This design comes from an exercise in tuning for small area, a short achievable clock period and few clock cycles per item on the open sky130 flow, not from production work.
In this exercise RTL edits were held to simulation tests only and were not proved equivalent to the original.
Power figures rest on the tool's default switching activity, not on a simulated workload.

==> flow/design.v (excerpt) <==
module ebus_decoder (
    input  wire         clk,
    input  wire         rst,
    input  wire         in_valid,
    input  wire [7:0]   in_data,
    output wire         in_ready,
    output wire         tel_valid,
    output wire [7:0]   tel_src,
    output wire [7:0]   tel_dest,
    output wire [7:0]   tel_cmd_hi,
    output wire [7:0]   tel_cmd_lo,
    output wire [4:0]   tel_len,
    output wire [127:0] tel_payload,
    output wire [7:0]   tel_crc,
    output wire         tel_has_rsp,
    output wire [4:0]   tel_rsp_len,
    output wire [127:0] tel_rsp_payload,
    output wire [7:0]   tel_rsp_crc,
    output wire         dfr_evt_valid,
    output wire [3:0]   dfr_evt_code,
    output wire [7:0]   dfr_evt_a,
    output wire [7:0]   dfr_evt_b,
    output wire         fsm_evt_valid,
    output wire [3:0]   fsm_evt_code,
    output wire         fsm_evt_rsp,
    output wire [7:0]   fsm_evt_a,
    output wire [7:0]   fsm_evt_b
);
For scale: ~680 cells after synthesis, roughly 370 flip-flops.
==> flow/config.mk <==
export PLATFORM = sky130hd
export DESIGN_NAME = ebus_decoder
export DESIGN_NICKNAME = ebus_decoder
export VERILOG_FILES = /design/flow/design.v
export SDC_FILE = /design/flow/constraint.sdc
export NUM_CORES = 4
export LEC_CHECK = 0
export CAP_MARGIN = 20
export CORE_MARGIN = 2
export CORE_UTILIZATION = 40
export SLEW_MARGIN = 20
==> flow/constraint.sdc <==
create_clock -name core_clock -period 5.0 [get_ports {clk}]
set_input_delay 1.0000 -clock core_clock [delete_from_list [all_inputs] [get_ports {clk}]]
set_output_delay 1.0000 -clock core_clock [all_outputs]
set_load 0.01 [all_outputs]
standard.sh (not shown) runs the stock make flow with config.mk's settings and CLKGATE_MAP_FILE= SYNTH_SCRIPT=/design/flow/synth_recipe.tcl, a recipe that flattens the netlist after the stock synthesis.
==> flow/flow/run.sh <==
#!/bin/bash
# Standard ORFS layout (the standard.sh, standard synthesis unchanged),
# except that the port buffers are the smallest buffer, buf_1, instead of
# the cell buffer_ports picks by default.
set -euo pipefail
export BUFFER_PORTS_ARGS="-buffer_cell sky130_fd_sc_hd__buf_1"
bash standard.sh finish > standard_flow.log 2>&1
The first run ran to the end with no violations.
Testbench counts at the start, summed over its fixed seeds: cycles 13,828, bytes 13,812.
==> next run, changes <==
==> flow/run.sh (new file) <==
#!/bin/bash
# synth_recipe.tcl (not shown) runs the flow's synth.tcl, then flattens the netlist and writes it again
# the make line also repeats each setting of config.mk as NAME=value (left out here)
make -C /OpenROAD-flow-scripts/flow DESIGN_CONFIG=/design/flow/config.mk WORK_HOME=/design/flow/orfs CLKGATE_MAP_FILE= SYNTH_SCRIPT=/design/flow/synth_recipe.tcl finish
removed: flow/flow/run.sh
removed: flow/standard.sh
Outcome: Final cell count is about the same. Worst setup slack degrades by 0.20 ns. Area after synthesis is unchanged. Clock skew goes up by 0.013 ns. Power goes down slightly. Synthesized cell count stays the same. Maximum frequency goes down by a few percent. Via count goes up slightly. Sequential cell count does not change.
==> next run, changes <==
--- a/flow/config.mk
+++ b/flow/config.mk
@@ -10 +10,2 @@
-export CORE_UTILIZATION = 40
+export CORE_UTILIZATION = 65
+export PLACE_DENSITY = 0.75
Clock power shrinks by about 5%.
First-iteration DRC count rises by 32%.
Routed wire length rises by 4.8%.
Global-route usage climbs by 16 points.
Area after synthesis does not change.
Total power goes down by 2.4%.
Critical path depth is unchanged.
Core utilization climbs by 34 points.
Design area is lower by 1.6%.
==> next run, changes <==
==> flow/flow/run.sh (new file) <==
#!/bin/bash
# Standard ORFS layout (the standard.sh, standard synthesis unchanged),
# except that the port buffers are the smallest buffer, buf_1, instead of
# the cell buffer_ports picks by default.
set -euo pipefail
export BUFFER_PORTS_ARGS="-buffer_cell sky130_fd_sc_hd__buf_1"
bash standard.sh finish > standard_flow.log 2>&1
==> flow/standard.sh (new file) <==
#!/bin/bash
# synth_recipe.tcl (not shown) runs the flow's synth.tcl, then flattens the netlist and writes it again
# the make line also repeats each setting of config.mk as NAME=value (left out here)
make -C /OpenROAD-flow-scripts/flow DESIGN_CONFIG=/design/flow/config.mk WORK_HOME=/design/flow/orfs CLKGATE_MAP_FILE= SYNTH_SCRIPT=/design/flow/synth_recipe.tcl "${@:-finish}"
--- a/flow/config.mk
+++ b/flow/config.mk
@@ -10,2 +10,2 @@
-export CORE_UTILIZATION = 65
-export PLACE_DENSITY = 0.75
+export CORE_UTILIZATION = 40
+export SETUP_SLACK_MARGIN = 2.5
removed: flow/run.sh
=>
- via count went down by a little under a tenth
- maximum frequency grows by a quarter to a third
- first-iteration DRC count decreases by well over a third
- cell count increases by roughly a tenth
- power rises slightly
- critical path depth is unchanged
- global-route usage fell by 18 points
- wire length fell by roughly a tenth
- flip-flop and latch count is unchanged

-- static timing again, ports no longer ideal --
The results above use ideal ports. As a check the final layouts listed here were re-extracted and re-timed, cells and wires unchanged.
Step 1, drivers: a clkbuf_16 drives clk and a buf_2 each remaining input, both assumed.
Step 2 adds t to the input delays and takes it off the output delays; t is the mean of the earliest and latest rising clock arrival at the registers after step 1. Input paths then give back, and output paths get back, about the clock's delay inside the block.
Three values: ideal, step 1, step 2; two values: the first two.
| run | shift t [ns] | slack for setup (ns) | hold slack, ns | slew at the worst register clock pin (ns) |
|---|---|---|---|---|
| the first run | 0.557 | 2.069 / 2.022 / 2.179 | 0.517 / 0.517 / 0.517 | 0.06 / 0.06 |
| the second run | 0.568 | 1.873 / 1.827 / 2.207 | 0.523 / 0.523 / 0.523 | 0.07 / 0.07 |
| the third run | 0.559 | 1.697 / 1.648 / 1.978 | 0.554 / 0.554 / 0.554 | 0.07 / 0.07 |
| the fourth run | 0.565 | 2.562 / 2.513 / 2.563 | 0.516 / 0.516 / 0.516 | 0.06 / 0.06 |
After both steps every run listed still meets setup and hold.
